This is an optimization exercise on Yosys and OpenROAD, whose aim is small area, a short achievable clock period and few clock cycles, not a production implementation.
The RTL was checked by simulation tests, not by an equivalence proof against the original design.
Power and IR drop assume default switching activity.

**flow/config.mk**
```make
export PLATFORM = sky130hd
export DESIGN_NAME = adts_fsd
export DESIGN_NICKNAME = adts_fsd
export VERILOG_FILES = /design/flow/design.v
export SDC_FILE = /design/flow/constraint.sdc
export NUM_CORES = 4
export LEC_CHECK = 0
export CAP_MARGIN = 20
export CORE_MARGIN = 2
export CORE_UTILIZATION = 40
export SLEW_MARGIN = 20
```
**flow/constraint.sdc**
```tcl
create_clock -name core_clock -period 12.0 [get_ports {clk}]
set_input_delay 2.4000 -clock core_clock [delete_from_list [all_inputs] [get_ports {clk}]]
set_output_delay 2.4000 -clock core_clock [all_outputs]
set_load 0.01 [all_outputs]
```
**flow/design.v**
```verilog
module adts_fsd (
    input  wire        clk,
    input  wire        rst,           
    input  wire        host_we,
    input  wire [3:0]  host_addr,
    input  wire [31:0] host_wdata,
    output reg  [31:0] host_rdata,
    output wire        busy,
    input  wire [31:0] src_len,
    output wire        src_re,
    output wire [31:0] src_addr,
    input  wire [7:0]  src_rdata,
    output wire        snk_valid,
    output wire [7:0]  snk_data,
    output wire        snk_last,
    input  wire        snk_ready
);
    localparam [3:0] R_CMD = 4'h0, R_OPERAND = 4'h1, R_STATUS = 4'h2, R_POS = 4'h3,
                     R_SRCLEN = 4'h4, R_FIDX = 4'h5, R_FSTART = 4'h6, R_FLEN = 4'h7,
                     R_HDR0 = 4'h8, R_HDR1 = 4'h9, R_FS = 4'hA, R_FS0 = 4'hB,
                     R_STARTIDX = 4'hC, R_ENDIDX = 4'hD, R_WRITTEN = 4'hE, R_NRESYNC = 4'hF;
    localparam [3:0] C_NOP = 4'h0, C_RESTART = 4'h1, C_STEP = 4'h2, C_NEXT = 4'h3,
                     C_PROBE = 4'h4, C_SETSTART = 4'h5, C_SETEND = 4'h6, C_CUT = 4'h7;
    localparam [1:0] IN_SYNC = 2'd0, OUT_OF_SYNC = 2'd1, END_SEQ = 2'd2;
    localparam [3:0] EV_NONE = 4'd0, EV_FRAME = 4'd1, EV_LOST_SYNC = 4'd2, EV_SKIP = 4'd3,
                     EV_RESYNC = 4'd4, EV_TRUNC = 4'd5, EV_END = 4'd6, EV_IDLE = 4'd8;
    localparam [2:0] E_EMPTY = 3'd1, E_TIMEFMT = 3'd2, E_ILLEGAL = 3'd4, E_SEQUENCE = 3'd5;
    localparam [3:0] S_IDLE      = 4'd0,
                     S_STEP      = 4'd1,    
                     S_RD_REQ    = 4'd2,    
                     S_RD_WAIT   = 4'd3,    
                     S_EVAL_HDR  = 4'd4,    
                     S_EVAL_SYNC = 4'd5,    
                     S_STEP_END  = 4'd6,    
                     S_PROBE_FIN = 4'd7,
                     S_CUT_LOOP  = 4'd8,    
                     S_CUT_CHK   = 4'd9,    
                     S_CP_REQ    = 4'd10,   
                     S_CP_WAIT   = 4'd11,   
                     S_CP_SEND   = 4'd12,   
                     S_MUL       = 4'd13,   
                     S_DIV       = 4'd14,   
                     S_DIV_FIN   = 4'd15;
    localparam [19:0] FRAME_DIV = 20'd1024000;    
    reg [31:0] pos;
    reg [1:0]  sync;
    reg [31:0] fidx;
    reg        fv;
    reg [31:0] f_start;
    reg [55:0] hw;
    reg [16:0] fs0;
    reg        fs_valid;
    reg [31:0] start_idx;
    reg        start_valid;
    reg [31:0] end_idx;
    reg        end_valid;
    reg [31:0] written;
    reg [2:0]  err;
    reg [3:0]  ev;
    reg [31:0] n_resync;
    reg        trunc;
    reg [31:0] operand;
    reg [3:0]  state;
    reg [3:0]  cmd;
    reg [55:0] win;           
    reg [31:0] rd_addr;
    reg [2:0]  rd_cnt;
    reg [31:0] cp_addr;
    reg [12:0] cp_left;
    reg [7:0]  cp_data;
    reg [28:0] tms;
    reg        tms_ok;
    reg [45:0] prod;
    reg [20:0] rem;
    reg [31:0] quo;
    reg [5:0]  div_cnt;
    function [16:0] fs_table;
        input [3:0] idx;
        begin
            case (idx)
                4'd0:    fs_table = 17'd96000;
                4'd1:    fs_table = 17'd88200;
                4'd2:    fs_table = 17'd64000;
                4'd3:    fs_table = 17'd48000;
                4'd4:    fs_table = 17'd44100;
                4'd5:    fs_table = 17'd32000;
                4'd6:    fs_table = 17'd24000;
                4'd7:    fs_table = 17'd22050;
                4'd8:    fs_table = 17'd16000;
                4'd9:    fs_table = 17'd12000;
                4'd10:   fs_table = 17'd11025;
                4'd11:   fs_table = 17'd8000;
                4'd12:   fs_table = 17'd7350;
                default: fs_table = 17'd0;
            endcase
        end
    endfunction
    wire [11:0] w_sync   = win[55:44];
    wire        w_pabs   = win[40];
    wire [3:0]  w_sfi    = win[37:34];
    wire [12:0] w_flen   = win[25:13];
    wire        w_valid  = (w_sync == 12'hFFF) && (w_sfi <= 4'd12) &&
                           (w_flen >= (w_pabs ? 13'd7 : 13'd9));
    wire [31:0] remain   = src_len - pos;
    wire        s_match  = (win[15:4] == 12'hFFF) && (win[2:1] == 2'b00);
    wire        b_time   = operand[31];
    wire [6:0]  b_hh     = operand[30:24];
    wire [6:0]  b_mm     = operand[23:17];
    wire [6:0]  b_ss     = operand[16:10];
    wire [9:0]  b_fff    = operand[9:0];
    wire        b_invalid = b_time ? ((b_hh > 7'd99) || (b_mm > 7'd99) ||
                                      (b_ss > 7'd99) || (b_fff > 10'd999))
                                   : (operand[30] || (operand[29:0] > 30'd999999999));
    wire [28:0] t_ms     = ((b_hh * 29'd60 + b_mm) * 29'd60 + b_ss) * 29'd1000 + b_fff;
    wire [20:0] rem_sh   = {rem[19:0], prod[45]};
    wire        rem_ge   = rem_sh >= {1'b0, FRAME_DIV};
    wire        cmd_wr   = host_we && (host_addr == R_CMD) && (state == S_IDLE);
    assign busy      = (state != S_IDLE);
    assign src_re    = (state == S_RD_REQ) || (state == S_CP_REQ);
    assign src_addr  = (state == S_CP_REQ) ? cp_addr : rd_addr;
    assign snk_valid = (state == S_CP_SEND);
    assign snk_data  = cp_data;
    assign snk_last  = (cp_left == 13'd1);
    always @(*) begin
        case (host_addr)
            R_OPERAND:  host_rdata = operand;
            R_STATUS:   host_rdata = {17'd0, err, ev, (err != 3'd0), trunc, end_valid,
                                      start_valid, fs_valid, fv, sync};
            R_POS:      host_rdata = pos;
            R_SRCLEN:   host_rdata = src_len;
            R_FIDX:     host_rdata = fidx;
            R_FSTART:   host_rdata = f_start;
            R_FLEN:     host_rdata = {19'd0, hw[25:13]};
            R_HDR0:     host_rdata = hw[55:24];
            R_HDR1:     host_rdata = {8'd0, hw[23:0]};
            R_FS:       host_rdata = fv ? {15'd0, fs_table(hw[37:34])} : 32'd0;
            R_FS0:      host_rdata = {15'd0, fs0};
            R_STARTIDX: host_rdata = start_idx;
            R_ENDIDX:   host_rdata = end_idx;
            R_WRITTEN:  host_rdata = written;
            R_NRESYNC:  host_rdata = n_resync;
            default:    host_rdata = 32'd0;
        endcase
    end
    always @(posedge clk) begin
        if (rst) begin
            pos         <= 32'd0;
            sync        <= IN_SYNC;
            fidx        <= 32'd0;
            fv          <= 1'b0;
            f_start     <= 32'd0;
            hw          <= 56'd0;
            fs0         <= 17'd0;
            fs_valid    <= 1'b0;
            start_idx   <= 32'd0;
            start_valid <= 1'b0;
            end_idx     <= 32'd0;
            end_valid   <= 1'b0;
            written     <= 32'd0;
            err         <= 3'd0;
            ev          <= EV_NONE;
            n_resync    <= 32'd0;
            trunc       <= 1'b0;
            operand     <= 32'd0;
            state       <= S_IDLE;
            cmd         <= C_NOP;
            win         <= 56'd0;
            rd_addr     <= 32'd0;
            rd_cnt      <= 3'd0;
            cp_addr     <= 32'd0;
            cp_left     <= 13'd0;
            cp_data     <= 8'd0;
            tms         <= 29'd0;
            tms_ok      <= 1'b0;
            prod        <= 46'd0;
            rem         <= 21'd0;
            quo         <= 32'd0;
            div_cnt     <= 6'd0;
        end else begin
            case (state)
            S_IDLE: begin
                if (host_we && host_addr == R_OPERAND)
                    operand <= host_wdata;
                if (cmd_wr && err == 3'd0) begin
                    cmd <= host_wdata[3:0];
                    case (host_wdata[3:0])
                    C_NOP: ;
                    C_RESTART: begin
                        pos <= 32'd0; sync <= IN_SYNC; fidx <= 32'd0; fv <= 1'b0;
                        ev <= EV_NONE; n_resync <= 32'd0; trunc <= 1'b0;
                    end
                    C_STEP, C_NEXT:
                        state <= S_STEP;
                    C_PROBE: begin
                        fs_valid <= 1'b0; start_valid <= 1'b0; end_valid <= 1'b0;
                        pos <= 32'd0; sync <= IN_SYNC; fidx <= 32'd0; fv <= 1'b0;
                        ev <= EV_NONE; n_resync <= 32'd0; trunc <= 1'b0;
                        state <= S_STEP;
                    end
                    C_SETSTART, C_SETEND: begin
                        if (b_invalid)
                            err <= E_TIMEFMT;
                        else if (!fs_valid)
                            err <= E_SEQUENCE;
                        else if (!b_time) begin
                            if (host_wdata[3:0] == C_SETSTART) begin
                                start_idx <= {2'd0, operand[29:0]}; start_valid <= 1'b1;
                            end else begin
                                end_idx <= {2'd0, operand[29:0]}; end_valid <= 1'b1;
                            end
                        end else
                            state <= S_MUL;
                    end
                    C_CUT: begin
                        if (!(fs_valid && start_valid && end_valid))
                            err <= E_SEQUENCE;
                        else begin
                            pos <= 32'd0; sync <= IN_SYNC; fidx <= 32'd0; fv <= 1'b0;
                            ev <= EV_NONE; n_resync <= 32'd0; trunc <= 1'b0;
                            written <= 32'd0;
                            state <= S_CUT_LOOP;
                        end
                    end
                    default:
                        err <= E_ILLEGAL;
                    endcase
                end
            end
            S_STEP: begin
                case (sync)
                IN_SYNC: begin
                    if (remain < 32'd7) begin
                        sync <= END_SEQ; fv <= 1'b0; ev <= EV_END;
                        state <= S_STEP_END;
                    end else begin
                        rd_addr <= pos;
                        rd_cnt  <= 3'd7;
                        state   <= S_RD_REQ;
                    end
                end
                OUT_OF_SYNC: begin
                    pos <= pos + 32'd1;
                    if (remain - 32'd1 < 32'd2) begin
                        sync <= END_SEQ; fv <= 1'b0; ev <= EV_END;
                        state <= S_STEP_END;
                    end else begin
                        rd_addr <= pos + 32'd1;
                        rd_cnt  <= 3'd2;
                        state   <= S_RD_REQ;
                    end
                end
                default: begin
                    fv <= 1'b0; ev <= EV_IDLE;
                    state <= S_STEP_END;
                end
                endcase
            end
            S_RD_REQ:
                state <= S_RD_WAIT;
            S_RD_WAIT: begin
                win     <= {win[47:0], src_rdata};
                rd_addr <= rd_addr + 32'd1;
                rd_cnt  <= rd_cnt - 3'd1;
                if (rd_cnt != 3'd1)
                    state <= S_RD_REQ;
                else if (sync == IN_SYNC)
                    state <= S_EVAL_HDR;
                else
                    state <= S_EVAL_SYNC;
            end
            S_EVAL_HDR: begin
                if (!w_valid) begin
                    sync <= OUT_OF_SYNC; fv <= 1'b0; ev <= EV_LOST_SYNC;
                end else if ({19'd0, w_flen} > remain) begin
                    sync <= END_SEQ; fv <= 1'b0; trunc <= 1'b1; ev <= EV_TRUNC;
                end else begin
                    f_start <= pos;
                    hw      <= win;
                    fv      <= 1'b1;
                    pos     <= pos + {19'd0, w_flen};
                    fidx    <= fidx + 32'd1;
                    ev      <= EV_FRAME;
                end
                state <= S_STEP_END;
            end
            S_EVAL_SYNC: begin
                fv <= 1'b0;
                if (s_match) begin
                    sync <= IN_SYNC; n_resync <= n_resync + 32'd1; ev <= EV_RESYNC;
                end else
                    ev <= EV_SKIP;
                state <= S_STEP_END;
            end
            S_STEP_END: begin
                if (cmd == C_STEP)
                    state <= S_IDLE;
                else if (fv || sync == END_SEQ) begin
                    if (cmd == C_PROBE)
                        state <= S_PROBE_FIN;
                    else if (cmd == C_CUT)
                        state <= S_CUT_CHK;
                    else
                        state <= S_IDLE;
                end else
                    state <= S_STEP;
            end
            S_PROBE_FIN: begin
                if (fv) begin
                    fs0 <= fs_table(hw[37:34]);
                    fs_valid <= 1'b1;
                end else
                    err <= E_EMPTY;
                state <= S_IDLE;
            end
            S_CUT_LOOP: begin
                if (fidx >= end_idx)
                    state <= S_IDLE;
                else
                    state <= S_STEP;
            end
            S_CUT_CHK: begin
                if (!fv)
                    state <= S_IDLE;
                else if (fidx - 32'd1 >= start_idx) begin
                    cp_addr <= f_start;
                    cp_left <= hw[25:13];
                    state   <= S_CP_REQ;
                end else
                    state <= S_CUT_LOOP;
            end
            S_CP_REQ:
                state <= S_CP_WAIT;
            S_CP_WAIT: begin
                cp_data <= src_rdata;
                state   <= S_CP_SEND;
            end
            S_CP_SEND: begin
                if (snk_ready) begin
                    cp_addr <= cp_addr + 32'd1;
                    cp_left <= cp_left - 13'd1;
                    if (cp_left == 13'd1) begin
                        written <= written + 32'd1;
                        state   <= S_CUT_LOOP;
                    end else
                        state <= S_CP_REQ;
                end
            end
            S_MUL: begin
                if (!tms_ok) begin
                    tms    <= t_ms;
                    tms_ok <= 1'b1;
                end else begin
                    prod    <= tms * fs0 + ((cmd == C_SETEND) ? 46'd1023999 : 46'd0);
                    rem     <= 21'd0;
                    quo     <= 32'd0;
                    div_cnt <= 6'd46;
                    tms_ok  <= 1'b0;
                    state   <= S_DIV;
                end
            end
            S_DIV: begin
                rem     <= rem_ge ? (rem_sh - {1'b0, FRAME_DIV}) : rem_sh;
                quo     <= {quo[30:0], rem_ge};
                prod    <= {prod[44:0], 1'b0};
                div_cnt <= div_cnt - 6'd1;
                if (div_cnt == 6'd1)
                    state <= S_DIV_FIN;
            end
            S_DIV_FIN: begin
                if (cmd == C_SETSTART) begin
                    start_idx <= quo; start_valid <= 1'b1;
                end else begin
                    end_idx <= quo; end_valid <= 1'b1;
                end
                state <= S_IDLE;
            end
            default:
                state <= S_IDLE;
            endcase
        end
    end
endmodule
```
**flow/run.sh**
```bash
#!/bin/bash
# synth_recipe.tcl (not shown) runs the flow's synth.tcl, then flattens the netlist and writes it again
# the make line also repeats each setting of config.mk as NAME=value (left out here)
make -C /OpenROAD-flow-scripts/flow DESIGN_CONFIG=/design/flow/config.mk WORK_HOME=/design/flow/orfs CLKGATE_MAP_FILE= SYNTH_SCRIPT=/design/flow/synth_recipe.tcl finish
```
==> results.cfg <==
[outcome]
status = finished clean

[setup_path]
startpoint = operand[26]$_SDFFE_PP0P_
cp-end-kind = register
worstPathRequired_ns = 12.59
crit_fanout = 5
regToRegStartpoint = operand[26]$_SDFFE_PP0P_
rrSetupSlack_ns = 0.82
arrival_ns = 11.77
path_class = reg -> reg
critPathMaxStageDelay_ns = 0.73
crit_end = tms[25]$_SDFFE_PP0P_
start_kind = register
critPathSlowestCell = or4b_2
r2r_end = tms[25]$_SDFFE_PP0P_
ff2ff_path_depth = 40
crit_top_cell = inv_1

[yosys]
netlist_area_mm2 = 0.05928
ys_top_cells_by_count = 1034 x nand2_1, 802 x inv_1, 646 x dfxtp_1
syn-instance-count = 7412
synth_area_per_cell_um2 = 7.998
synth.most_common_cell = nand2_1
ys_types = 102
yosysSeqAreaShare = 0.2181
ys_warn_count = 1
yosys_register_bits = 646
synth_top_area_cell = dfxtp_1
synth_top_area_frac = 0.2181
synth_area_leaders = dfxtp_1 22%, fa_1 18%, ha_1 8.4%
async_flop_share = 0
synth_edf_count = 0
dominantRegCellSynth = dfxtp_1
synth_nets = 8419

[floorplan]
rows = 141
dieWidth_um = 389.0
boundaryPins = 156
die_area_mm2 = 0.1513
core_area_mm2 = 0.1475
dieHeight_um = 389.0
start_util = 0.4020

[sta]
finalMaxSlewViolations = 0
hold_viol = 0
max_freq_ghz = 0.08942
period_share = 0.9320
fin_crit_ns = 11.18
tns_ns = 0
finalClockSkew_ns = 0.06373
rsz0062_at_grt = no
setup_violations = 0
relSlewSlack = 0.2277
tightestPinTransition_ns = 1.142

[cts]
clkTransAtPathRegs_ns = 0.06
htreeDepth = 3
clock-root-buffer = clkbuf_16
clk_latency_ns = 0.73
cts_hold_buf = 0
cts_buffer_depth = 3
clock_sinks = 646
cts_tree = done
cts-buffers-inserted = 79

[detailed_routing]
drt-pass1-iter-count = 8
wl_per_cell_um = 22.93
finalWirelength_um = 213500
dr.first_iter.drc_count = 5963
via_per_inst = 5.851
antenna_left = 0
vias = 54460
drcViolationCount = 0

[grt]
grt_start_max_net_pins = 159
grt_pass1_wl_um = 324600
grt_pass1_vias = 51880
grt.total_usage = 0.2781
antenna_found_initial = 19
grt-ovfl-total = 0

[placement]
hpwl_um = 162300
place_congestion = 1.007
io_buffer_count = 155

[final_layout]
fin_util = 0.4441
area_growth_pct = 10.47
drive_gt1_frac = 0.05287
fillers = 14760
final_nets = 8320

[min_path]
hp-class = reg -> reg

[power]
pwr-share-clk = 0.412
p_seq_frac = 0.337
p_int_mw = 4.296
p_sw_mw = 2.094
p_comb_frac = 0.251
power.leakage_nw = 27.22
worst_ir_drop_vdd_mv = 0.1684
p_per_area_mw_per_mm2 = 97.58
swShare = 0.3277

[run]
drv_cap = 0
==> routing by layer <==
| layer | global-route usage | part of all wire |
|---|---|---|
| met3 | 0.06015 | 0.096 |
| met5 | 0 | 0.00024 |
| met2 | 0.4095 | 0.42 |
| met4 | 0.09359 | 0.036 |
| met1 | 0.4009 | 0.45 |
==> cell families (layout without fill, tap and decap cells) <==
logic type               Yosys count  count (layout)  share of synthesized area
AND/OR/NAND/NOR                 2542            2542                     0.1981
AO/OA/AOI/OAI                   1663            1663                     0.1827
buffers and inverters           1256            1220                    0.08020
adder cells (fa/ha/maj)          927             927                     0.2625
flip-flops                       646             646                     0.2181
XOR/XNOR                         301             301                    0.04470
multiplexers                      77              77                    0.01363
other                              0               3                          0
==> area by class of cell <==
cell class              count  area (um^2)  area share
diodes                      3        7.507   0.0001146
clock buffers             105         2215     0.03382
clock inverters            39        621.8    0.009495
inverters                 807         3029     0.04625
multi-input cells        5510        41820      0.6386
flip-flops and latches    646        12940      0.1976
well taps                1930         2415     0.03687
repair buffers            269         2445     0.03733
==> cell usage in the layout (no fill, tap or decap), types with 124 or more instances in the layout <==
master,instances
nand2_1,1034
inv_1,802
dfxtp_1,641
a21oi_1,604
nor2_1,563
fa_1,528
ha_1,399
o21ai_0,208
and2_1,179
xnor2_1,173
a22oi_1,169
nand3_1,157
clkdlybuf4s50_1,154
xor2_1,124
==> critical path, delay by kind of cell, from the launching register on <==
family | cells | cell delay (ns)
compound gates | 5 | 0.74
xor+xnor | 5 | 1.00
fa+ha+maj | 12 | 5.46
buf+inv | 11 | 0.93
flops | 1 | 0.36
simple gates | 7 | 2.54
==> timing repair <==
action | in CTS | in global routing
buffers inserted | 0 | 0
hold endpoints to repair | 0 | 0
setup endpoints to repair | 0 | 4
gates resized for setup | 0 | 7
==> worst min path at each step <==
stage,start,end,slack [ns],cells after the start
floorplan,hw[41]$_SDFFE_PP0P_,hw[41]$_SDFFE_PP0P_,0.43,2
CTS,tms[16]$_SDFFE_PP0P_,tms[16]$_SDFFE_PP0P_,0.45,2
detailed placement,prod[38]$_SDFFE_PP0P_,prod[38]$_SDFFE_PP0P_,0.45,2
finish,tms[8]$_SDFFE_PP0P_,tms[8]$_SDFFE_PP0P_,0.45,2
global placement,hw[31]$_SDFFE_PP0P_,hw[31]$_SDFFE_PP0P_,0.44,2
global route,prod[38]$_SDFFE_PP0P_,prod[38]$_SDFFE_PP0P_,0.46,2
==> power groups by stage <==
stage / Clock (mW) / Combinational [mW] / Sequential [mW]
after detailed placement: 0 / 1.59 / 2.20
after floorplan: 0 / 1.26 / 2.20
final: 2.63 / 1.61 / 2.15
after CTS: 2.66 / 1.61 / 2.15
after global placement: 0 / 1.58 / 2.20
after global routing: 2.75 / 1.86 / 2.15
==> registers in the layout, indices dropped and copies added (netlist names), 13 cells and up, named ones only <==
register / flops
rem: 20
hw: 56
end_idx: 32
win: 56
written: 32
fidx: 32
prod: 46
start_idx: 32
tms: 29
pos: 32
n_resync: 32
fs0: 17
rd_addr: 32
f_start: 32
operand: 32
quo: 32
cp_addr: 32
cp_left: 13
==> stage by stage <==
stage	instances	worst slack [ns]	hold WS (ns)	instance area, um^2	power (mW)
4_1_cts	9305	0.3917	0.4544	65420	6.423
3_3_place_gp	9161	0.5749	0.4412	62580	3.779
5_1_grt	9306	0.04121	0.4635	65480	6.758
3_5_place_dp	9161	0.4777	0.4460	62590	3.795
6_report	9309	0.8163	0.4523	65490	6.391
2_1_floorplan	7412	1.105	0.4315	59280	3.456
Testbench counts, summed over its fixed seeds: cycles 291,857.

afterwards: timing with drivers on the ports:
The results above use ideal ports. As a check the final layout listed here was re-extracted and re-timed, cells and wires unchanged.
Step 1 assumes that a clkbuf_16 drives the clock port and a buf_2 every other input.
Step 2 times the ports against the registers' clock, not the clock port: input delays grow and output delays shrink by t, the midpoint of the rising clock arrivals with the driver on.
Slacks: no drivers / after step 1 / after step 2; pairs: no drivers / after step 1.
t, ns: 0.778
setup WS [ns]: 0.816 / 0.816 / 0.816
pins driven straight from the clock port: 1
After both steps setup and hold are still met in this run. The setup slack of this run moves by 0.000 ns with the drivers and by 0.000 ns with both steps.
